Source: an optimization exercise on an open RTL-to-GDS flow (aim: small area, a short achievable clock period and few clock cycles). Production flows keep margins and buffers that such runs may drop.
Where RTL was checked, it was by simulation tests only, not by an equivalence proof against the original.
Function not checked in run 3: the RTL went through the layout flow alone.
Power is estimated from default activity; no workload was simulated.

### flow/run.sh
#!/bin/bash
# synth_recipe.tcl (not shown) runs the flow's synth.tcl, then flattens the netlist and writes it again
# the make line also repeats each setting of config.mk as NAME=value (left out here)
make -C /OpenROAD-flow-scripts/flow DESIGN_CONFIG=/design/flow/config.mk WORK_HOME=/design/flow/orfs CLKGATE_MAP_FILE= SYNTH_SCRIPT=/design/flow/synth_recipe.tcl finish
### flow/config.mk
export PLATFORM = sky130hd
export DESIGN_NAME = sctp_dec
export DESIGN_NICKNAME = sctp_dec
export VERILOG_FILES = /design/flow/design.v
export SDC_FILE = /design/flow/constraint.sdc
export NUM_CORES = 4
export LEC_CHECK = 0
export CAP_MARGIN = 20
export CORE_MARGIN = 2
export CORE_UTILIZATION = 40
export SETUP_SLACK_MARGIN = 1.6
export SLEW_MARGIN = 20
### flow/design.v
module sctp_dec (
    input  wire        clk,
    input  wire        rst,
    input  wire        in_valid,
    output wire        in_ready,
    input  wire [63:0] in_data,
    input  wire        in_last,
    input  wire [3:0]  in_cnt,
    output reg         ev_valid,
    input  wire        ev_ready,
    output wire [3:0]  ev_type,
    output wire [1:0]  ev_refk,
    output wire [31:0] ev_off,
    output wire [63:0] ev_value,
    output wire [31:0] ev_size,
    output reg         ev_fault,
    output reg  [2:0]  ev_cause
);
    reg [3:0]  ev_ty;
    reg [1:0]  ev_rk;
    reg [31:0] ev_hp;            
    reg [3:0]  ev_ad;            
    reg        ev_oz;            
    reg        ev_vq;            
    reg [63:0] ev_v;             
    reg [3:0]  ev_sz;            
    reg        ev_z;             
    wire [31:0] ev_q = ev_hp + {28'd0, ev_ad};
    assign ev_type  = ev_z ? (ev_fault ? 4'd0 : 4'd15) : ev_ty;
    assign ev_refk  = ev_z ? 2'd0 : ev_rk;
    assign ev_off   = ev_oz ? 32'd0 : ev_q;
    assign ev_value = ev_z ? 64'd0 : {ev_vq ? 32'd0 : ev_v[63:32], ev_vq ? ev_q : ev_v[31:0]};
    assign ev_size  = ev_z ? 32'd0 : ev_vq ? ev_v[63:32] : {28'd0, ev_sz};
    localparam [1:0] REF_NULL  = 2'd0;
    localparam [1:0] REF_INBUF = 2'd1;
    localparam [1:0] REF_TEMP  = 2'd2;
    localparam [2:0] C_TRUNCATED = 3'd1;
    localparam [2:0] C_OVERFLOW  = 3'd2;
    localparam [2:0] C_UNKNOWN   = 3'd5;
    reg        e0v, e1v;         
    reg        e0l, e1l;         
    reg [7:0]  e0m, e1m;         
    reg [63:0] e0d, e1d;
    reg [55:0] pb;               
    reg        pl;               
    reg [6:0]  pm;               
    reg        skip;             
    reg        drain;            
    reg [7:0]  oh;               
    reg [2:0]  o;                
    reg [32:0] se;               
    reg [4:0]  sof;
    reg [28:0] bpos;             
    assign in_ready = !e1v;
    wire inacc = in_valid && !e1v;
    wire slot_free = !ev_valid || ev_ready;
    reg        e0w;              
    reg        e1w;              
    reg        ek;               
    reg [22:0] mw;               
    wire [183:0] win = {e1d, e0d, pb};
    wire [22:0] cb;              
    genvar gi;
    generate
        for (gi = 0; gi < 23; gi = gi + 1) begin : g_cb
            assign cb[gi] = win[8*gi+7];
        end
    endgenerate
    reg [7:0]  v_adv;            
    reg [7:0]  v_emit;           
    reg [7:0]  v_term;           
    reg [7:0]  v_vlsk;           
    reg [7:0]  v_p1, v_p2;       
    reg [7:0]  v_ohn [0:7];      
    reg [2:0]  v_cs  [0:7];      
    reg [7:0]  ph;
    reg [3:0]  pt, pmt;
    reg [10:0] pkeep;
    reg [10:1] pterm;
    reg [4:0]  pn, pvs, pvn;
    reg        pfound, povf, pok, pvfit, phv;
    reg        c_short, c_fix, c_leb, c_vs, c_vl, c_14, c_15;
    integer i, k;
    always @(*) begin
        for (i = 0; i < 8; i = i + 1) begin
            ph  = win[8*i +: 8];
            pt  = ph[3:0];
            pmt = ph[7:4];
            phv = mw[i];
            c_short = (pt == 4'd12);
            c_14    = (pt == 4'd14);
            c_15    = (pt == 4'd15);
            c_leb   = (pt == 4'd8) || (pt == 4'd9);
            c_vs    = (pt == 4'd13) && (pmt != 4'd15);
            c_vl    = (pt == 4'd13) && (pmt == 4'd15);
            c_fix   = !(c_short || c_14 || c_15 || c_leb || pt == 4'd13);
            pkeep[0] = 1'b1;
            for (k = 1; k <= 10; k = k + 1)
                pkeep[k] = pkeep[k-1] & cb[i+k];
            pvs = 5'd0;
            for (k = 1; k <= 10; k = k + 1) begin
                pterm[k] = pkeep[k-1] & !cb[i+k];
                if (pterm[k]) pvs = pvs | (i + 1 + k);
            end
            pfound = 1'b0;
            for (k = 1; k <= 10; k = k + 1)
                pfound = pfound | (!cb[i+k] & mw[i+k]);
            povf = pkeep[10] & mw[i+10];
            pvfit = 1'b0;
            pvn = 5'd0;
            for (k = 0; k < 15; k = k + 1)
                if (pmt == k) begin
                    pvfit = (i + k < 23) ? mw[i+k] : 1'b0;
                    pvn = i + 1 + k;
                end
            case (pt)
                4'd0, 4'd1:        begin pok = mw[i+1]; pn = i + 2; end
                4'd2, 4'd3:        begin pok = mw[i+2]; pn = i + 3; end
                4'd4, 4'd5, 4'd10: begin pok = mw[i+4]; pn = i + 5; end
                4'd12:             begin pok = 1'b1;    pn = i + 1; end
                4'd8, 4'd9:        begin pok = 1'b1;    pn = pvs;   end
                4'd13:             begin pok = 1'b1;    pn = (pmt == 4'd15) ? pvs : pvn; end
                default:           begin pok = mw[i+8]; pn = i + 9; end
            endcase
            v_emit[i] = phv && (c_short || (c_fix && pok) || (c_leb && pfound) || (c_vs && pvfit));
            v_adv[i]  = phv && (c_short || (c_fix && pok) || (c_leb && pfound) || (c_vs && (pvfit || !ek)));
            v_vlsk[i] = phv && c_vl && pfound;
            v_term[i] = (!phv && ek) ||
                        (phv && (c_14 || c_15 ||
                                 ((c_leb || c_vl) && !pfound && (povf || ek)) ||
                                 (c_fix && !pok && ek) ||
                                 (c_vs && !pvfit && ek)));
            v_cs[i] = (!phv || c_15) ? 3'd0 :
                      c_14 ? C_UNKNOWN :
                      ((c_leb || c_vl) && povf) ? C_OVERFLOW : C_TRUNCATED;
            v_p1[i]  = pn[4] | pn[3];
            v_p2[i]  = pn[4];
            v_ohn[i] = 8'd1 << pn[2:0];
        end
    end
    wire adv   = |(oh & v_adv);
    wire emit  = |(oh & v_emit);
    wire term  = |(oh & v_term);
    wire vlsk  = |(oh & v_vlsk);
    wire a_p1  = |(oh & v_p1);
    wire a_p2  = |(oh & v_p2);
    reg [7:0] ohn;
    reg [2:0] cause;
    wire [1:0] vs_hi = a_p2 ? (e1w ? 2'd0 : e0w ? 2'd1 : 2'd2) :
                       a_p1 ? (e0w ? 2'd0 : 2'd1) : 2'd0;
    always @(*) begin
        ohn = 8'd0; cause = 3'd0;
        for (i = 0; i < 8; i = i + 1)
            if (oh[i]) begin
                ohn   = ohn   | v_ohn[i];
                cause = cause | v_cs[i];
            end
    end
    wire [111:0] xs4 = o[2] ? win[143:32] : win[111:0];
    wire [95:0]  xs2 = o[1] ? xs4[111:16] : xs4[95:0];
    wire [87:0]  x   = o[0] ? xs2[95:8]   : xs2[87:0];
    wire [3:0]  t = x[3:0];
    wire [3:0]  m = x[7:4];
    wire        vl = (m == 4'd15);
    reg [9:0]  keep;
    reg [63:0] lval;
    reg        fill;
    reg        lsign;
    reg [3:0]  nb;               
    always @(*) begin
        keep[0] = 1'b1;
        for (k = 1; k < 10; k = k + 1)
            keep[k] = keep[k-1] & x[8*k+7];
        nb = 4'd0;
        lsign = 1'b0;
        for (k = 1; k <= 10; k = k + 1)
            if (keep[k-1] && !x[8*k+7]) begin
                nb = nb | k[3:0];
                if (k < 10) lsign = lsign | x[8*k+6];
            end
        fill = t[0] && !t[2] && lsign;       
        for (k = 0; k < 9; k = k + 1)
            lval[7*k +: 7] = keep[k] ? x[8*(k+1) +: 7] : {7{fill}};
        lval[63] = keep[9] ? x[80] : fill;
    end
    reg [3:0]  fw;
    reg        fbit;
    reg [63:0] fval;
    always @(*) begin
        case (t)
            4'd0, 4'd1:        fw = 4'd1;
            4'd2, 4'd3:        fw = 4'd2;
            4'd4, 4'd5, 4'd10: fw = 4'd4;
            default:           fw = 4'd8;
        endcase
        case (t)
            4'd0:    fbit = x[15];
            4'd2:    fbit = x[23];
            4'd4:    fbit = x[39];
            default: fbit = 1'b0;
        endcase
        for (k = 0; k < 8; k = k + 1)
            fval[8*k +: 8] = (k < fw) ? x[8*(k+1) +: 8] : {8{fbit}};
    end
    wire [28:0] bm1 = bpos - 29'd1;
    wire [28:0] bp1 = bpos + 29'd1;
    wire [27:0] bh1 = bpos[28:1] + 28'd1;
    wire [28:0] bp2 = {bh1, bpos[0]};
    wire [31:0] hpos = {(o < 3'd7) ? bm1 : bpos, o - 3'd7};
    wire [31:0] qpos = {(o < 3'd2) ? bm1 : bpos, o - 3'd2};
    wire        vl_huge = |lval[63:32];
    reg [1:0]  r_refk;
    reg [63:0] r_value;
    reg [31:0] r_size;
    reg [3:0]  r_ad;
    reg        r_oz, r_vq;
    always @(*) begin
        r_refk = REF_INBUF; r_value = fval; r_size = {28'd0, fw}; r_ad = 4'd1; r_oz = 1'b0; r_vq = 1'b0;
        case (t)
            4'd12: begin
                r_value = {60'd0, m}; r_size = 32'd1; r_ad = 4'd0;
            end
            4'd8, 4'd9: begin
                r_refk = REF_TEMP; r_value = lval; r_size = 32'd8; r_oz = 1'b1;
            end
            4'd13: begin
                r_value = {vl ? lval[31:0] : {28'd0, m}, 32'd0}; r_vq = 1'b1;
                r_ad = vl ? nb + 4'd1 : 4'd1;
            end
            default: ;
        endcase
    end
    wire        s_small = (se[32:5] == 28'd0);
    wire [5:0]  s_es    = {1'b0, se[4:0]} + {1'b0, sof};
    wire [24:0] mw1     = {1'b0, mw, 1'b1};
    wire        s_fit   = s_small && (s_es < 6'd24) && mw1[s_es[4:0]];
    wire        s_ge8   = !s_small || (s_es[5:3] != 3'd0);
    wire        s_ge16  = !s_small || (s_es[5:4] != 2'd0);
    wire [29:0] se_dec  = se[32:3] - 30'd1;
    wire [5:0]  s_es_m8 = s_es - 6'd8;
    wire hdr   = !skip && !drain;
    wire hstep = hdr && slot_free;
    wire t_nb  = pl || (e0v && e0l) || (e0v && e1v && e1l);
    wire t_p2  = !pl && e0v && e1v && !e0l;
    wire t_p1  = !pl && e0v && (e0l || !e1v);
    wire h_p2  = e1w && a_p2;
    wire h_p1  = e0w && a_p1 && !h_p2;
    reg pop1, pop2, newbuf, sk_emit, sk_fault;
    always @(*) begin
        pop1 = 1'b0; pop2 = 1'b0; newbuf = 1'b0; sk_emit = 1'b0; sk_fault = 1'b0;
        if (drain) begin
            pop1 = e0v;
            newbuf = e0v && e0l;
        end else if (skip) begin
            if (s_fit) begin
                sk_emit = 1'b1;
                pop2 = s_ge16 && e1w;
                pop1 = s_ge8 && e0w && !pop2;
            end else if (ek) begin
                sk_fault = 1'b1;
                newbuf = 1'b1;
                pop1 = !pl && e0l;
                pop2 = !pl && !e0l;
            end else begin
                pop1 = s_ge8 && e0w;
            end
        end else if (slot_free) begin
            pop2   = ((adv || vlsk) && h_p2) || (term && t_p2);
            pop1   = ((adv || vlsk) && h_p1) || (term && t_p1);
            newbuf = term && t_nb;
        end
    end
    wire [7:0] imask = in_last ? therm8(in_cnt) : 8'hff;
    function [7:0] therm8(input [3:0] c);
        integer j;
        for (j = 0; j < 8; j = j + 1)
            therm8[j] = (j < c);
    endfunction
    reg       n_e0v, n_e1v, n_e0l, n_e1l, n_pl;
    reg [7:0] n_e0m, n_e1m;
    reg [6:0] n_pm;
    always @(*) begin
        n_e0v = e0v; n_e1v = e1v; n_e0l = e0l; n_e1l = e1l;
        n_e0m = e0m; n_e1m = e1m; n_pl = pl; n_pm = pm;
        if (pop2) begin
            n_e0v = 1'b0;
            n_e1v = 1'b0;
        end else if (pop1) begin
            if (e1v) begin
                n_e0v = 1'b1; n_e0l = e1l; n_e0m = e1m;
                n_e1v = 1'b0;
            end else begin
                n_e0v = inacc; n_e0l = in_last; n_e0m = imask;
            end
        end else if (inacc) begin
            if (e0v) begin
                n_e1v = 1'b1; n_e1l = in_last; n_e1m = imask;
            end else begin
                n_e0v = 1'b1; n_e0l = in_last; n_e0m = imask;
            end
        end
        if (newbuf) begin
            n_pl = 1'b0;
            n_pm = {7{1'b1}};
        end else if (pop2) begin
            n_pl = e1l;
            n_pm = e1m[7:1];
        end else if (pop1) begin
            n_pl = e0l;
            n_pm = e0m[7:1];
        end
    end
    wire        n_e0w = n_e0v && !n_pl;
    wire        n_e1w = n_e0w && !n_e0l && n_e1v;
    wire        n_ek  = n_pl || (n_e0v && (n_e0l || (n_e1v && n_e1l)));
    wire [22:0] n_mw  = {n_e1m & {8{n_e1w}}, n_e0m & {8{n_e0w}}, n_pm};
    always @(posedge clk) begin
        if (!e1v)
            e1d <= in_data;
        if (pop1 && e1v)
            e0d <= e1d;
        else if (pop1 || !e0v)
            e0d <= in_data;
        if (pop2)
            pb <= e1d[63:8];
        else if (pop1)
            pb <= e0d[63:8];
        if (rst) begin
            e0v <= 1'b0; e1v <= 1'b0; e0l <= 1'b0; e1l <= 1'b0;
            e0m <= 8'd0; e1m <= 8'd0;
            pl <= 1'b0; pm <= {7{1'b1}};
            e0w <= 1'b0; e1w <= 1'b0; ek <= 1'b0; mw <= {16'd0, {7{1'b1}}};
            skip <= 1'b0; drain <= 1'b0;
            oh <= 8'd128;
            o <= 3'd7;
            se <= 33'd0;
            sof <= 5'd0;
            bpos <= 29'd0;
            ev_valid <= 1'b0;
        end else begin
            e0v <= n_e0v; e1v <= n_e1v; e0l <= n_e0l; e1l <= n_e1l;
            e0m <= n_e0m; e1m <= n_e1m; pl <= n_pl; pm <= n_pm;
            e0w <= n_e0w; e1w <= n_e1w; ek <= n_ek; mw <= n_mw;
            if (newbuf)
                bpos <= 29'd0;
            else if (pop2)
                bpos <= bp2;
            else if (pop1)
                bpos <= bp1;
            if (newbuf) begin
                skip <= 1'b0; drain <= 1'b0;
                oh <= 8'd128;
                o <= 3'd7;
            end else if (skip) begin
                if (sk_emit) skip <= 1'b0;
                oh <= 8'd1 << s_es[2:0];
                o <= s_es[2:0];
                if (s_small) begin
                    se  <= {27'd0, pop1 ? s_es_m8 : s_es};
                    sof <= 5'd0;
                end else begin
                    if (pop1) se <= {se_dec, se[2:0]};
                end
            end else if (hstep) begin
                if (term) drain <= 1'b1;
                if (adv) begin
                    oh <= ohn;
                    o  <= {ohn[7] | ohn[6] | ohn[5] | ohn[4],
                           ohn[7] | ohn[6] | ohn[3] | ohn[2],
                           ohn[7] | ohn[5] | ohn[3] | ohn[1]};
                end
                if (adv && !emit) begin          
                    skip <= 1'b1;
                    se   <= {28'd0, vs_hi, ohn[7] | ohn[6] | ohn[5] | ohn[4],
                             ohn[7] | ohn[6] | ohn[3] | ohn[2],
                             ohn[7] | ohn[5] | ohn[3] | ohn[1]};
                    sof  <= 5'd0;
                end
                if (vlsk) begin                  
                    skip <= 1'b1;
                    se   <= vl_huge ? {33{1'b1}} : {1'b0, lval[31:0]};
                    sof  <= {vs_hi, ohn[7] | ohn[6] | ohn[5] | ohn[4],
                             ohn[7] | ohn[6] | ohn[3] | ohn[2],
                             ohn[7] | ohn[5] | ohn[3] | ohn[1]};
                end
            end
            if (ev_valid && ev_ready)
                ev_valid <= 1'b0;
            if (hstep) begin
                ev_valid <= emit || term;
                ev_ty    <= t;
                ev_rk    <= r_refk;
                ev_hp    <= hpos;
                ev_ad    <= term ? 4'd0 : r_ad;
                ev_oz    <= term ? (cause == 3'd0) : r_oz;
                ev_vq    <= r_vq;
                ev_v     <= r_value;
                ev_sz    <= r_size[3:0];
                ev_z     <= term;
                ev_fault <= term && (cause != 3'd0);
                ev_cause <= term ? cause : 3'd0;
            end else if (sk_emit) begin
                ev_valid <= 1'b1;
            end else if (sk_fault) begin
                ev_valid <= 1'b1;
                ev_ad    <= 4'd0;
                ev_z     <= 1'b1;
                ev_fault <= 1'b1;
                ev_cause <= C_TRUNCATED;
            end
        end
    end
endmodule
### flow/constraint.sdc
create_clock -name core_clock -period 6.0 [get_ports {clk}]
set_input_delay 1.2000 -clock core_clock [delete_from_list [all_inputs] [get_ports {clk}]]
set_output_delay 1.2000 -clock core_clock [all_outputs]
set_load 0.01 [all_outputs]
==> results of run 1 <==
-- cell usage in the layout (no fill, tap or decap), types with 16 or more instances in the layout --
master	synthesis	routed
sky130_fd_sc_hd__a211oi_1	56	52
sky130_fd_sc_hd__a21o_1	18	18
sky130_fd_sc_hd__a21oi_1	200	192
sky130_fd_sc_hd__a22oi_1	17	17
sky130_fd_sc_hd__a31oi_1	56	52
sky130_fd_sc_hd__and2_1	91	92
sky130_fd_sc_hd__and3_1	38	36
sky130_fd_sc_hd__buf_12	0	23
sky130_fd_sc_hd__buf_4	3	236
sky130_fd_sc_hd__clkbuf_16	0	50
sky130_fd_sc_hd__clkdlybuf4s50_1	0	170
sky130_fd_sc_hd__dfxtp_1	128	117
sky130_fd_sc_hd__dlygate4sd2_1	0	18
sky130_fd_sc_hd__edfxtp_1	301	301
sky130_fd_sc_hd__ha_1	24	20
sky130_fd_sc_hd__inv_1	92	89
sky130_fd_sc_hd__mux2_2	152	150
sky130_fd_sc_hd__mux2i_1	153	152
sky130_fd_sc_hd__mux4_2	64	64
sky130_fd_sc_hd__nand2_1	368	362
sky130_fd_sc_hd__nand2b_1	57	57
sky130_fd_sc_hd__nand3_1	108	104
sky130_fd_sc_hd__nand3b_1	16	16
sky130_fd_sc_hd__nand4_1	60	60
sky130_fd_sc_hd__nor2_1	328	321
sky130_fd_sc_hd__nor2b_1	44	42
sky130_fd_sc_hd__nor3_1	90	85
sky130_fd_sc_hd__nor3b_1	25	25
sky130_fd_sc_hd__nor4_1	49	42
sky130_fd_sc_hd__o211ai_1	18	18
sky130_fd_sc_hd__o21ai_0	179	174
sky130_fd_sc_hd__o221ai_1	50	49
sky130_fd_sc_hd__o22ai_1	33	33
sky130_fd_sc_hd__o31ai_1	18	16
sky130_fd_sc_hd__or2_2	17	17
sky130_fd_sc_hd__or3_1	38	38
sky130_fd_sc_hd__or4_1	21	20
sky130_fd_sc_hd__xnor2_1	51	47
sky130_fd_sc_hd__xor2_1	48	40
-- power by group through the flow --
stage / Clock, W / Sequential, W / Combinational, W
after CTS: 0.00298 / 0.00656 / 0.0140
after floorplan: 0 / 0.00536 / 0.00865
after global placement: 0 / 0.00680 / 0.0134
after detailed placement: 0 / 0.00682 / 0.0134
final: 0.00293 / 0.00630 / 0.0155
after global routing: 0.00308 / 0.00636 / 0.0162
-- state kept, by name, indices dropped and copies added, names as in the netlist, 8 cells and up --
register,cells
e0d,64
e1d,64
e0m,8
bpos,29
e1m,8
ev_hp,32
oh,8
pb,56
se,33
ev_v,64
mw,23
-- final timing paths --
kind | to | slack [ns] | depth (start not counted)
worst min register to register | se[32] | 0.49 | 2
worst max register to register | e0d[26] | 1.64 | 13
worst min-delay path | se[32] | 0.49 | 2
worst max-delay path | ev_off[31] | 1.63 | 14
-- Yosys cell counts, types with 20 or more instances --
cell	instances	share of area, %
sky130_fd_sc_hd__a211oi_1	56	1.3
sky130_fd_sc_hd__a21oi_1	200	3.1
sky130_fd_sc_hd__a31oi_1	56	1.1
sky130_fd_sc_hd__and2_1	91	1.8
sky130_fd_sc_hd__and3_1	38	0.74
sky130_fd_sc_hd__buf_1	20	0.23
sky130_fd_sc_hd__buf_2	46	0.72
sky130_fd_sc_hd__clkbuf_1	226	2.7
sky130_fd_sc_hd__dfxtp_1	128	8.0
sky130_fd_sc_hd__edfxtp_1	301	28
sky130_fd_sc_hd__ha_1	24	0.94
sky130_fd_sc_hd__inv_1	92	1.1
sky130_fd_sc_hd__mux2_2	152	5.3
sky130_fd_sc_hd__mux2i_1	153	4.8
sky130_fd_sc_hd__mux4_2	64	4.5
sky130_fd_sc_hd__nand2_1	368	4.3
sky130_fd_sc_hd__nand2b_1	57	1.1
sky130_fd_sc_hd__nand3_1	108	1.7
sky130_fd_sc_hd__nand4_1	60	1.2
sky130_fd_sc_hd__nor2_1	328	3.8
sky130_fd_sc_hd__nor2b_1	44	0.86
sky130_fd_sc_hd__nor3_1	90	1.4
sky130_fd_sc_hd__nor3b_1	25	0.59
sky130_fd_sc_hd__nor4_1	49	0.96
sky130_fd_sc_hd__o21ai_0	179	2.8
sky130_fd_sc_hd__o221ai_1	50	1.4
sky130_fd_sc_hd__o22ai_1	33	0.65
sky130_fd_sc_hd__or3_1	38	0.74
sky130_fd_sc_hd__or4_1	21	0.49
sky130_fd_sc_hd__xnor2_1	51	1.4
sky130_fd_sc_hd__xor2_1	48	1.3
-- metal layers --
metal / vias to the layer above / GRT usage (%)
li1: 14000 / -
met1: 15500 / 44.1
met2: 2028 / 53.1
met3: 459 / 10.5
met4: 8 / 18.4
met5: - / 0
-- area by class of cell --
type | count | area, um2
fillers | 7689 | 40400
multi-input cells | 2770 | 19400
flip-flops and latches | 429 | 11600
repair buffers | 481 | 4450
clock buffers | 59 | 1320
well taps | 1050 | 1310
inverters | 99 | 379
clock inverters | 27 | 236
diodes | 1 | 2.50
-- worst reg2reg max path: stages (launching register included) --
cell	delay, ns
sky130_fd_sc_hd__edfxtp_1	0.58
sky130_fd_sc_hd__buf_4	0.20
sky130_fd_sc_hd__ha_2	0.25
sky130_fd_sc_hd__and3_1	0.36
sky130_fd_sc_hd__or3_1	0.24
sky130_fd_sc_hd__nand3_1	0.14
sky130_fd_sc_hd__a22oi_1	0.20
sky130_fd_sc_hd__o2111a_1	0.28
sky130_fd_sc_hd__and3_2	0.28
sky130_fd_sc_hd__nand3_2	0.16
sky130_fd_sc_hd__a311o_1	0.49
sky130_fd_sc_hd__nand2_4	0.33
sky130_fd_sc_hd__buf_12	0.25
sky130_fd_sc_hd__mux2_2	0.37
-- per-stage QoR --
step / hold slack [ns] / area (um2) / power (W) / cells / worst slack [ns]
floorplan: 0.455 / 32000 / 0.0140 / 3592 / 1.58
global placement: 0.469 / 35400 / 0.0202 / 4678 / 1.10
detailed placement: 0.479 / 35400 / 0.0202 / 4678 / 0.980
CTS: 0.488 / 37600 / 0.0235 / 4819 / 1.46
global route: 0.524 / 38700 / 0.0256 / 4915 / 1.51
finish: 0.486 / 38700 / 0.0247 / 4916 / 1.63
-- kinds of logic after synthesis --
kind of cell    count (synthesis)
fa+ha+maj                      26
mux                           369
flops                         429
simple gates                 1419
compound gates                855
xor+xnor                       99
buf+inv                       395
-- what timing repair did --
action / CTS / global route
pin swaps: 14 / 29
cloned: 1 / 2
gates resized for setup: 85 / 110
endpoints found under the setup margin: 437 / 346
setup buffers: 54 / 94
==> flow_results.org, run 1 <==
** Synth
- In this run, synthesis inferred 301 flip-flops with an integrated enable.
- Main combinational cell family by area after synthesis :: simple AND/OR/NAND/NOR gates
- After Yosys synthesis, XOR and XNOR cells account for 2.71% of the synthesized area.
- Synthesized area :: 0.0320 mm2
- #FFs+latches synth :: 429
- Simple-gate share of the synthesized area :: 22.5%
- Flip-flop cell with the highest count after synthesis :: sky130_fd_sc_hd__edfxtp_1
- The synthesized netlist devotes 18.0% of its cell area to compound gates.
- Measured against the total synthesized area, the mux share comes to 14.6%.
- Yosys mapped the design onto 100 distinct sky130hd cell types.
- Synthesis warning total :: 3
- Counting flops with an async set or reset pin after synthesis yields a share of 0%.
- Adder-Cell Fraction of Synth Area :: 1.06%
- Number of nets in the synthesized netlist :: 3691
- Synthesis produced 3592 cells.
- Sequential cells were found to cover 36.3% of the synthesized design area.
- Mean instance size in the synthesized netlist :: 8.91 um2

** Routing
- The highest layer touched by signal routing is met5.
- For this run, design rule violations remaining after detail routing come to 0.
- Via-per-instance ratio :: 6.51
- Final routed wirelength across all metal layers :: 148000 um
- In this run the remaining antenna-violating nets after routing total 0.
- First-pass detailed-route iteration total :: 8
- Routed wire per std cell :: 30.1 um
- Met1 wire length :: 56700 um
- After detailed routing, the met2 layer carries 63600 um of wire.
- DRT iter0 DRCs :: 4566
- The routed layout has 32000 vias.
- Routed wl met3 :: 17400 um

** CTS
- TritonCTS built the clock tree.
- Clock transition at the registers of the reported paths :: 0.06 ns
- Maximum level of the CTS H-tree :: 2
- Counting every sink on the clock net gives 429.
- Clock tree synthesis selected as its root buffer the cell sky130_fd_sc_hd__clkbuf_16.
- Hold-fix buffer count after cts :: 0
- Maximum buffer depth of the clock tree :: 3
- Clock latency reported for the late side of the worst-skew pair :: 0.61 ns
- In this run, CTS created clock tree buffers numbering 49.

** Final layout
- Cells fill 48.9% of the core in the end.
- Area growth syn-to-layout :: 21.0%
- In the final layout, the share of cells above drive strength 1 is 18.9%.
- The final layout contains 3929 nets.

** Worst setup path
- Along the worst path, the maximum fanout reaches 4.
- The critical path goes through ha_4, a21o_1, a21oi_2, nor2b_1, nor2_2, nor3_4, and4_4, inv_2, nor2_4, nand3_2, xor2_2, buf_4, nor2_1, buf_2.
- Slowest stage cell, crit path :: sky130_fd_sc_hd__edfxtp_1
- Largest stage delay on the critical path :: 0.45 ns
- Element type at the critical path end :: output pin
- Startpoint types :: flop
- CP Class :: reg2out
- Startpoint of the worst register-to-register path :: pb[31]
- Crit path from :: ev_ad[1]
- At the worst endpoint, the required time is 4.80 ns.
- Worst EP arrival :: 3.17 ns
- The number of buffers and inverters on the critical path is 3.
- The cell family contributing the most delay on the critical path is simple AND/OR/NAND/NOR gates.

** Die
- Measured along the x axis, the die boundary spans 287 um.
- Area of the core region :: 0.0791 mm2
- The die covers 0.0823 mm2.
- In this run the core area contains 103 standard-cell rows.
- For this configuration, the core starts out at a cell density of 40.4%.
- Pin placement for this block handled 213 I/O pins.
- Die Y-Extent :: 287 um

** STA
- The number of max-slew violations in the final report is 0.
- The total count of hold-check failures in the final report came to 0.
- Setup repair after global routing missed its margin :: true
- Layout Skew :: 0.0277 ns
- In the final timing run, aggregate negative setup slack is 0 ns.
- Max-slew headroom at the worst pin :: 25.2%
- The smallest clock period supported by the final layout is computed as 4.37 ns.
- Dividing the final minimum period by the clock period gives 72.8%.
- Achievable Freq :: 229 MHz
- At the pin with the least slew margin, the transition time is 1.11 ns.
- Number of setup violations in the final report :: 0

** Power
- In this run, the combinational gates consume 62.7% of the power.
- Sequential cells burn 25.5% of the power.
- Net switching is 50.8% of the power.
- For this design the static power due to leakage is 14.8 nW.
- Net switching power of the design :: 0.0126 W
- Pint :: 0.0122 W
- Power Dens Cells :: 639 mW/mm2
- In this run, the clock network consumes 11.8% of the power.
- Maximum ir drop on the vdd rail :: 0.000293 V

** Worst hold path
- The tightest min-delay check is of the reg2reg type.
- The worst hold path begins at se[32].

** Global route
- The number of global-route vias before repair is 29200.
- The total overflow left after global routing is 0.
- Global-route wire length before repair :: 208000 um
- Global routing used 34.7% of the available tracks.
- The initial antenna violation count is 4.
- Entering global routing, the biggest net connects 83 pins.

** Run status
- Status :: no timing/DRC/antenna violations

** Place
- Detailed placement finished with a half-perimeter wire length of 112000 um.
- Total of buffers placed on input and output ports :: 212
- RePlAce Congestion :: 1.08

** Flow run
- Max-capacitance violation count :: 0
Testbench counts, summed over its fixed seeds: cycles 16,207.
==> inputs of run 2 (changes only) <==
--- a/flow/config.mk
+++ b/flow/config.mk
@@ -9,4 +9,5 @@
 export CORE_MARGIN = 2
 export CORE_UTILIZATION = 40
+export GPL_ROUTABILITY_DRIVEN = 0
 export SETUP_SLACK_MARGIN = 1.6
 export SLEW_MARGIN = 20
==> run 2 against run 1 <==
Clock skew fell by 0.0014 ns. Sequential share of layout area rose by 0.46 points. Clock-buffer cell count fell by 2. Core utilization fell by 0.76 points. Via count fell by 1.2%. Routed wire length fell by 9.2%. Die area did not move. First-iteration DRC count rose by 6.4%. Critical endpoint is now mw[7].
==> flow_results.org, run 2 <==
** Power
- Static power due to leakage :: 14.4 nW (-3.0%)
- The power density over the cells is 632 mW/mm2 (-1.1%).
- Maximum ir drop on the vdd rail :: 0.000324 V (+10%)

** Die
- The count of pins on the block boundary came to 213 (unchanged).
- The vertical extent of the die is 287 um (unchanged).
- The floorplan die width came to 287 um (unchanged).
- The starting utilization of the core area was 40.4% (unchanged).
- Die footprint :: 0.0823 mm2 (unchanged)
- The core area came to 0.0791 mm2 (unchanged).
- Number of standard-cell rows in the floorplan :: 103 (unchanged)

** Routing
- The mean routed wirelength per cell is 27.7 um (-8.1%).
- The average vias per placed instance came to 6.51 (about the same).
- Count of vias placed by the detailed router :: 31600 (-1.2%)
- DRT iter0 DRCs :: 4858 (+6.4%)
- The number of design rule violations left after detail routing is 0 (unchanged).
- The first-pass iteration count of the detailed router came to 13 (+5).
- The residual antenna-violating net count after detailed routing was 0 (unchanged).
- The total routed wirelength came to 134000 um (-9.2%).

** CTS
- The number of levels the H-tree was split into is 2 (unchanged).
- Clock transition at the registers of the reported paths :: 0.06 ns (about the same)
- Inserted Clock Buffers :: 48 (-2.0%)
- Maximum buffer depth of the clock tree :: 3 (unchanged)
- Clock latency reported for the late side of the worst-skew pair :: 0.62 ns (about the same)
- TritonCTS built the clock tree.
- CTS Root Cell :: sky130_fd_sc_hd__clkbuf_16
- Sinks on the clock net :: 429 (unchanged)
- Hold-fix buffer count after cts :: 0 (unchanged)

** Final layout
- Leaving out fill and tap cells, the most frequent cell in the layout is sky130_fd_sc_hd__nand2_1.
- Most frequent cells in the layout :: sky130_fd_sc_hd__nand2_1 (364), sky130_fd_sc_hd__nor2_1 (322), sky130_fd_sc_hd__edfxtp_1 (301)
- Area growth syn-to-layout :: 19.2%
- The total of fill cells in the finished design came to 7628 (-0.79%).
- The total number of nets in the final design was 3865 (-1.6%).
- Utilization after layout :: 48.2% (-0.76 points)
- The final cell count without fillers came to 4858 (-1.2%).
- The cell area after layout was 0.0381 mm2 (-1.5%).
- The largest registers in the layout are e0d x64, e1d x64, ev_v x64.
- The fraction of layout instances using a drive strength above 1 is 17.0% (-2.0 points).

** STA
- Post-route fraction of the period consumed by the critical path :: 73.0% (+0.20 points)
- Tmin final :: 4.38 ns (+0.0119 ns)
- Worst Max-Slew Pin Slew :: 1.14 ns (+0.0326 ns)
- Setup TNS :: 0 ns (unchanged)
- Number of setup violations in the final report :: 0 (unchanged)
- Setup repair after global routing missed its margin :: true
- The minimum setup slack in the final design is 1.62 ns (-0.0119 ns).
- The clock skew was 0.0263 ns (-0.00145 ns).
- Achievable Freq :: 228 MHz (-0.27%)
- The normalized max-slew margin was 23.0% (-2.2 points).
- Number of max-slew violations in the final report :: 0 (unchanged)
- Hold Vio Cnt, Final :: 0 (unchanged)

** Synth
- Synth cell types :: 100 (unchanged)
- Number of nets in the synthesized netlist :: 3691 (unchanged)
- The sequential-to-total area share from yosys stat came to 36.3% (unchanged).
- The area share of the largest cell type after synthesis was 28.2% (unchanged).
- The total number of yosys warnings was 3 (unchanged).
- The synthesized instance count came to 3592 (unchanged).
- The fraction of registers with async set/reset is 0% (unchanged).
- The count of state elements after synthesis is 429 (unchanged).
- Top cells by count, synth :: sky130_fd_sc_hd__nand2_1 (368), sky130_fd_sc_hd__nor2_1 (328), sky130_fd_sc_hd__edfxtp_1 (301), sky130_fd_sc_hd__clkbuf_1 (226), sky130_fd_sc_hd__a21oi_1 (200)
- Count of flip-flops with a built-in enable after synthesis :: 301 (unchanged)
- The area of the mapped netlist was 0.0320 mm2 (unchanged).
- In the synthesized netlist the dominant register cell turns out to be sky130_fd_sc_hd__edfxtp_1.
- Summed over all instances, the cell type with the most area after synthesis is sky130_fd_sc_hd__edfxtp_1.
- Mean instance size in the synthesized netlist :: 8.91 um2 (unchanged)
- sky130_fd_sc_hd__nand2_1 is the most common cell in the netlist.
- Dominant cells by area after synthesis :: sky130_fd_sc_hd__edfxtp_1 (28%), sky130_fd_sc_hd__dfxtp_1 (8.0%), sky130_fd_sc_hd__mux2_2 (5.3%)

** Global route
- Overall track demand over capacity in global routing :: 31.4% (-3.3 points)
- Initial antenna violation count :: 10 (+6)
- Leftover overflow at the end of global routing :: 0 (unchanged)
- Pin count of the biggest net entering global routing :: 109 (+31%)
- Global-route wire length before repair :: 193000 um (-7.2%)
- Number of global-route vias before repair :: 28800 (-1.4%)

** Worst hold path
- The tightest min-delay check is of the reg2reg type.

** Worst setup path
- R2r setup slk :: 1.62 ns (-0.02 ns)
- Required @ worst endpoint :: 6.54 ns (+1.74 ns)
- Worst EP arrival :: 4.92 ns (+1.75 ns)
- Element type at the critical path end :: flop
- CP Class :: reg2reg
- Startpoint types :: flop
- The maximum fanout along the worst path came to 12 (+8).

** Run status
- The run finished with no timing, DRC or antenna violations.

** Place
- The total placed cells including tap cells was 4674 (-0.086%).
- The detailed-placement wirelength estimate is 101000 um (-10%).
- Setup slack after placement :: 1.17 ns (+0.189 ns)
- The number of I/O port buffers was 212 (unchanged).
- The cell area after placement came to 0.0353 mm2 (-0.15%).

** Flow run
- Max-capacitance violation count :: 0 (unchanged)
[run 2: cell counts after synthesis]
No cell type changed its count.
[run 2: routing by layer]
metal  global-route usage [%]  routed length, um  part of all wire [%]
met5                        0                246                  0.18
met4                     16.0               9080                   6.8
met3                     10.7              17000                    13
met2                     46.8              56400                    42
met1                     40.5              51600                    38
[run 2: cell type report]
| type | instances | area, um2 | area share, % |
|---|---|---|---|
| multi-input cells | 2768 | 19200 | 50.4 |
| flip-flops and latches | 429 | 11600 | 30.5 |
| repair buffers | 420 | 3960 | 10.4 |
| well taps | 1050 | 1310 | 3.45 |
| clock buffers | 57 | 1270 | 3.32 |
| inverters | 99 | 380 | 0.998 |
| clock inverters | 32 | 355 | 0.932 |
| diodes | 3 | 7.51 | 0.0197 |
[run 2: path summary, 6_finish.rpt]
path / cells after the start / start / to
max: 15 / e0d[47] / mw[7]
min: 2 / se[32] / se[32]
max reg2reg: 15 / e0d[47] / mw[7]
min reg2reg: 2 / se[32] / se[32]
[run 2: worst max-delay path, cell delays in order (launching register included)]
cell and delay (ns):
sky130_fd_sc_hd__edfxtp_1 0.33, sky130_fd_sc_hd__buf_4 0.21, sky130_fd_sc_hd__nand4_1 0.28, sky130_fd_sc_hd__buf_4 0.27, sky130_fd_sc_hd__nor2_2 0.30, sky130_fd_sc_hd__nor3_1 0.11, sky130_fd_sc_hd__o31ai_2 0.42, sky130_fd_sc_hd__o2111ai_1 0.28
sky130_fd_sc_hd__nor4_4 0.42, sky130_fd_sc_hd__nor3_2 0.13, sky130_fd_sc_hd__a311oi_4 0.30, sky130_fd_sc_hd__buf_4 0.19, sky130_fd_sc_hd__mux2_2 0.38, sky130_fd_sc_hd__a2111oi_4 0.31, sky130_fd_sc_hd__buf_4 0.22, sky130_fd_sc_hd__nor2b_1 0.16
[run 2: where the power goes]
part	internal (W)	switching, W	leakage, nW	total, W
sequential	0.00485	0.00154	4.02	0.00638
clock	0.00175	0.00130	0.767	0.00304
combinational	0.00540	0.00925	9.60	0.0146
[run 2: cell families (layout without fill, tap and decap cells)]
| logic type | Yosys count | in the layout | share of synthesized area (%) |
|---|---|---|---|
| simple gates | 1419 | 1419 | 22.5 |
| xor+xnor | 99 | 99 | 2.71 |
| buf+inv | 395 | 608 | 4.85 |
| fa+ha+maj | 26 | 26 | 1.06 |
| other cells | 0 | 3 | 0 |
| flops | 429 | 429 | 36.3 |
| compound gates | 855 | 855 | 18.0 |
| mux | 369 | 369 | 14.6 |
[run 2: repair_timing]
item	CTS	global route
endpoints found under the setup margin	355	372
resized for setup	70	80
buffers inserted	29	63
cloned	0	0
pin swaps	9	9
[run 2: per-stage QoR]
stage | hold slack [ns] | power (W)
2_1_floorplan | 0.455 | 0.0140
3_3_place_gp | 0.470 | 0.0197
3_5_place_dp | 0.489 | 0.0197
4_1_cts | 0.497 | 0.0229
5_1_grt | 0.531 | 0.0250
6_report | 0.495 | 0.0241
==> inputs of run 3 (changes only) <==
--- a/flow/design.v
+++ b/flow/design.v
@@ -58,5 +58,5 @@
     reg        e1w;              
     reg        ek;               
-    reg [22:0] mw;               
+    wire [22:0] mw = {e1m & {8{e1w}}, e0m & {8{e0w}}, pm};    
     wire [183:0] win = {e1d, e0d, pb};
     wire [22:0] cb;              
@@ -314,5 +314,4 @@
     wire        n_e1w = n_e0w && !n_e0l && n_e1v;
     wire        n_ek  = n_pl || (n_e0v && (n_e0l || (n_e1v && n_e1l)));
-    wire [22:0] n_mw  = {n_e1m & {8{n_e1w}}, n_e0m & {8{n_e0w}}, n_pm};
     always @(posedge clk) begin
         if (!e1v)
@@ -330,5 +329,5 @@
             e0m <= 8'd0; e1m <= 8'd0;
             pl <= 1'b0; pm <= {7{1'b1}};
-            e0w <= 1'b0; e1w <= 1'b0; ek <= 1'b0; mw <= {16'd0, {7{1'b1}}};
+            e0w <= 1'b0; e1w <= 1'b0; ek <= 1'b0;
             skip <= 1'b0; drain <= 1'b0;
             oh <= 8'd128;
@@ -341,5 +340,5 @@
             e0v <= n_e0v; e1v <= n_e1v; e0l <= n_e0l; e1l <= n_e1l;
             e0m <= n_e0m; e1m <= n_e1m; pl <= n_pl; pm <= n_pm;
-            e0w <= n_e0w; e1w <= n_e1w; ek <= n_ek; mw <= n_mw;
+            e0w <= n_e0w; e1w <= n_e1w; ek <= n_ek;
             if (newbuf)
                 bpos <= 29'd0;
--- a/flow/config.mk
+++ b/flow/config.mk
@@ -9,5 +9,4 @@
 export CORE_MARGIN = 2
 export CORE_UTILIZATION = 40
-export GPL_ROUTABILITY_DRIVEN = 0
 export SETUP_SLACK_MARGIN = 1.6
 export SLEW_MARGIN = 20
==> run 3 against run 2 <==
Die area is 0.33% lower. Still clean. Global-route usage rose by 4.5 points. Synthesized cell count up 4.2%. Setup slack lost 0.092 ns. Sequential power shrank 2%. Critical endpoint is now ev_value[30]. Core utilization grew 1.6 points. Non-clock buffer count is 98 higher. Clock skew up 0.015 ns. Sequential share of layout area decreased by 1.7 points. Via count grew 4.9%. Final area grew 3.2%.
==> flow_results.org, run 3 <==
** Worst setup path
- STA classifies the critical path startpoint as a flop.
- Critical path fanouts, max :: 4 (-8)
- The worst endpoint data arrival time came to 3.27 ns (-1.65 ns).
- CP Class :: reg2out
- STA classifies the critical path endpoint as an output pin.
- Required @ worst endpoint :: 4.80 ns (-1.74 ns)

** Synth
- The sequential-to-total area share from yosys stat was 35.4% (-0.88 points).
- The compound-gate portion of the synthesized area is 19.6% (+1.6 points).
- Synthesized area :: 0.0319 mm2 (-0.34%)
- Post-synthesis cell type with the largest combined area :: sky130_fd_sc_hd__edfxtp_1
- The synthesized instance count was 3742 (+4.2%).
- For this run, the leading register cell type out of synthesis is sky130_fd_sc_hd__edfxtp_1.
- The count of state elements after synthesis is 413 (-3.7%).
- Synthesis warning total :: 3 (unchanged)
- Adder-Cell Fraction of Synth Area :: 1.07% (+0.0036 points)
- The number of enable-type register cells in the synthesized netlist came to 301 (unchanged).
- Yosys attributes the largest share of cell area to sky130_fd_sc_hd__edfxtp_1 (28%), sky130_fd_sc_hd__dfxtp_1 (7.0%), sky130_fd_sc_hd__nand2_1 (6.3%).
- The multiplexer share of the synthesized area came to 12.3% (-2.4 points).
- The mean instance size in the synthesized netlist was 8.52 um2 (-4.3%).
- The fraction of registers with async set/reset came to 0% (unchanged).
- By instance count, the leading cell after synthesis is sky130_fd_sc_hd__nand2_1.
- Synth cell types :: 102 (+2.0%)
- Post-synth top area share :: 28.3% (+0.095 points)
- Xor/xnor cell area share of the yosys netlist :: 2.47% (-0.24 points)
- Number of nets in the synthesized netlist :: 3841 (+4.1%)
- Main combinational cell family by area after synthesis :: simple AND/OR/NAND/NOR gates
- Simple-gate share of the synthesized area :: 24.3% (+1.8 points)
- The commonest cells after synthesis are sky130_fd_sc_hd__nand2_1 (531), sky130_fd_sc_hd__nor2_1 (381), sky130_fd_sc_hd__edfxtp_1 (301), sky130_fd_sc_hd__o21ai_0 (219), sky130_fd_sc_hd__a21oi_1 (216).

** Die
- Starting Density :: 40.4% (-0.070 points)
- The full die area came to 0.0820 mm2 (-0.33%).
- IO Count :: 213 (unchanged)
- Width of the chip :: 286 um (-0.17%)
- The core area was 0.0790 mm2 (-0.16%).
- Number of standard-cell rows in the floorplan :: 103 (unchanged)
- Die Y-Extent :: 286 um (-0.17%)

** Final layout
- Area growth syn-to-layout :: 23.4%
- Number of fill cells in the layout :: 7544 (-1.1%)
- Largest registers ranked by flip-flop count :: e0d x64, e1d x64, ev_v x64
- The final cell count without fillers was 5110 (+5.2%).
- The fraction of layout instances using a drive strength above 1 is 18.3% (+1.4 points).
- The top cell types in the final layout, fill and taps aside, are sky130_fd_sc_hd__nand2_1 (526), sky130_fd_sc_hd__nor2_1 (372), sky130_fd_sc_hd__edfxtp_1 (301).
- Number of nets in the final layout :: 4118 (+6.5%)
- The library cell used most frequently in the layout, excluding fill and tap cells, is sky130_fd_sc_hd__nand2_1.

** CTS
- Clock latency reported for the late side of the worst-skew pair :: 0.63 ns (about the same)
- Inserted Clock Buffers :: 47 (-2.1%)
- TritonCTS built the clock tree.
- The number of levels the H-tree was split into is 2 (unchanged).
- Sinks on the clock net :: 413 (-3.7%)
- Clock transition at the registers of the reported paths :: 0.06 ns (about the same)
- The maximum clock path buffer count was 3 (unchanged).
- CTS Root Cell :: sky130_fd_sc_hd__clkbuf_16

** STA
- Post-route fraction of the period consumed by the critical path :: 74.5% (+1.5 points)
- Max-slew headroom at the worst pin :: 26.6% (+3.6 points)
- Achievable Freq :: 224 MHz (-2.1%)
- The time the worst path needs with I/O delays and setup came to 4.47 ns (+0.0917 ns).
- The worst hold slack after final layout is 0.485 ns (-0.00971 ns).
- The clock skew was 0.0412 ns (+0.0149 ns).
- Number of max-slew violations in the final report :: 0 (unchanged)
- The count of endpoints failing setup in the final report was 0 (unchanged).
- Setup repair after global routing could not meet its margin everywhere.
- Setup TNS :: 0 ns (unchanged)
- The actual slew at the worst max-slew pin was 1.08 ns (-0.0585 ns).
- The minimum setup slack in the final design is 1.53 ns (-0.0917 ns).
- Hold Vio Cnt, Final :: 0 (unchanged)

** Power
- The leakage dissipation came to 15.3 nW (+6.0%).
- Power Dens Cells :: 673 mW/mm2 (+6.5%)
- The peak supply drop was 0.000366 V (+13%).

** Worst hold path
- The path class of the tightest hold or removal check is reg2reg.

** Place
- Half-perimeter wire length of the detailed placement result :: 112000 um (+11%)
- RePlAce Congestion :: 1.11
- The worst setup slack before clock tree synthesis came to 1.07 ns (-0.101 ns).
- The number of I/O port buffers is 212 (unchanged).
- Placed instance count :: 4850 (+3.8%)

** Global route
- Global-route wire length before repair :: 215000 um (+11%)
- Leftover overflow at the end of global routing :: 0 (unchanged)
- The initial antenna violation count was 7 (-3).
- The largest net degree at the start of global routing is 109 (unchanged).
- Overall track demand over capacity in global routing :: 35.9% (+4.5 points)
- Number of global-route vias before repair :: 30000 (+4.2%)

** Run status
- The run finished with no timing, DRC or antenna violations.

** Routing
- Via-per-instance ratio :: 6.49 (-0.27%)
- Routed wire per std cell :: 30.1 um (+8.7%)
- Residual DRC :: 0 (unchanged)
- The via count is 33200 (+4.9%).
- Final antenna-violating net count :: 0 (unchanged)
- The total routed wirelength came to 154000 um (+14%).
- The DRC violation total after the first TritonRoute iteration is 4814 (-0.91%).
- The first-pass iteration count of the detailed router was 6 (-7).

** Flow run
- The max-capacitance violation count is 0 (unchanged).
## run 3: changes by cell type after synthesis, sizes merged, moves of 14 or more
cell,change
nand2,+163
nand4,-22
clkbuf,-27
dfxtp,-16
o21ai,+42
and2,+14
buf,+21
nor3,-18
nand3,-23
o221ai,-27
mux2,-61
o211ai,+21
nor2,+53
a21oi,+16
## run 3: layer usage
layer	vias up	track usage [%]	part of all wire [%]
li1	14500	-	-
met1	15900	46.7	38
met2	2216	55.1	43
met3	528	7.92	11
met4	10	20.9	7.7
met5	-	0	0.042
## run 3: cell families (layout without fill, tap and decap cells)
logic type                 after synthesis  count (layout)
muxes                                  300             300
xor gates and xnor gates                89              89
and+or+nand+nor                       1591            1591
AOI/OAI and AO/OA                      939             939
other                                    0               2
buffers and inverters                  384             700
adders and majority gates               26              26
DFF                                    413             413
## run 3: area by class of cell
cell class	count	area, um2	area share (%)
multi-input combinational	2945	19800	50.4
sequential	413	11300	28.7
timing repair buffer	518	4920	12.5
tap	1050	1310	3.34
clock buffer	53	1220	3.10
clock inverter	35	392	0.995
inverter	94	357	0.906
antenna	2	5.00	0.0127
## run 3: worst paths after layout
check	from	end	slack [ns]	cells past startpoint
setup / recovery	ev_ad[1]	ev_value[30]	1.53	13
hold / removal	se[32]	se[32]	0.49	2
setup reg to reg	e0m[1]	e0d[11]	1.58	15
hold reg to reg	se[32]	se[32]	0.49	2
## run 3: what timing repair did
item | 4_1_cts | 5_1_grt
hold endpoints to repair | 0 | 0
hold buffers | 0 | 0
gates resized for setup | 149 | 123
endpoints found under the setup margin | 391 | 321
buffers inserted | 118 | 48
gates cloned | 2 | 2
pin swaps | 18 | 16
## run 3: metrics by stage
stage / power, W / util [%] / instance area, um2
after floorplan: 0.0149 / - / 32000
after global placement: 0.0215 / 44.8 / 35400
after detailed placement: 0.0214 / 44.8 / 35400
after CTS: 0.0254 / 48.7 / 38500
after global routing: 0.0274 / 49.8 / 39400
final: 0.0265 / 49.8 / 39400
## run 3: power breakdown
group	switching [W]	total, W	internal (W)
registers	0.00150	0.00623	0.00472
logic	0.0110	0.0172	0.00621
clock network	0.00130	0.00305	0.00174
total	0.0138	0.0265	0.0127
## run 3: critical path, stage by stage, from the launching register on
cell                       delay [ns]
sky130_fd_sc_hd__edfxtp_1        0.42
sky130_fd_sc_hd__buf_4           0.16
sky130_fd_sc_hd__fa_2            0.36
sky130_fd_sc_hd__a21o_1          0.18
sky130_fd_sc_hd__a21oi_2         0.20
sky130_fd_sc_hd__nor2_2          0.07
sky130_fd_sc_hd__and3_4          0.20
sky130_fd_sc_hd__and4_4          0.19
sky130_fd_sc_hd__and3_4          0.20
sky130_fd_sc_hd__nand2_4         0.08
sky130_fd_sc_hd__xor2_4          0.08
sky130_fd_sc_hd__buf_4           0.15
sky130_fd_sc_hd__a211oi_1        0.20
sky130_fd_sc_hd__buf_2           0.16

[separate check: timing with driven ports]
Ports are ideal in the flow. The routed layouts listed here were re-timed in OpenROAD. Step 1 (the two cells are an assumption about what drives the block):
set clk [get_ports {clk}]
set_driving_cell -lib_cell sky130_fd_sc_hd__clkbuf_16 $clk
set_driving_cell -lib_cell sky130_fd_sc_hd__buf_2 [delete_from_list [all_inputs] $clk]
Step 2 times the ports against the registers' clock, not the clock port: input delays grow and output delays shrink by t, the midpoint of the rising clock arrivals with the driver on. Slacks: ideal / step 1 / step 2; pairs: ideal / step 1.
run	t (ns)	setup WS [ns]	slew at the worst register clock pin (ns)
run 1	0.662	1.633 / 1.566 / 1.465	0.07 / 0.07
run 2	0.665	1.621 / 1.595 / 1.621	0.07 / 0.07
run 3	0.681	1.529 / 1.461 / 1.582	0.08 / 0.08
After both steps every run listed still meets setup and hold. The setup slack of run 1, which loses most, moves by -0.067 ns with the drivers and by -0.168 ns with both steps.
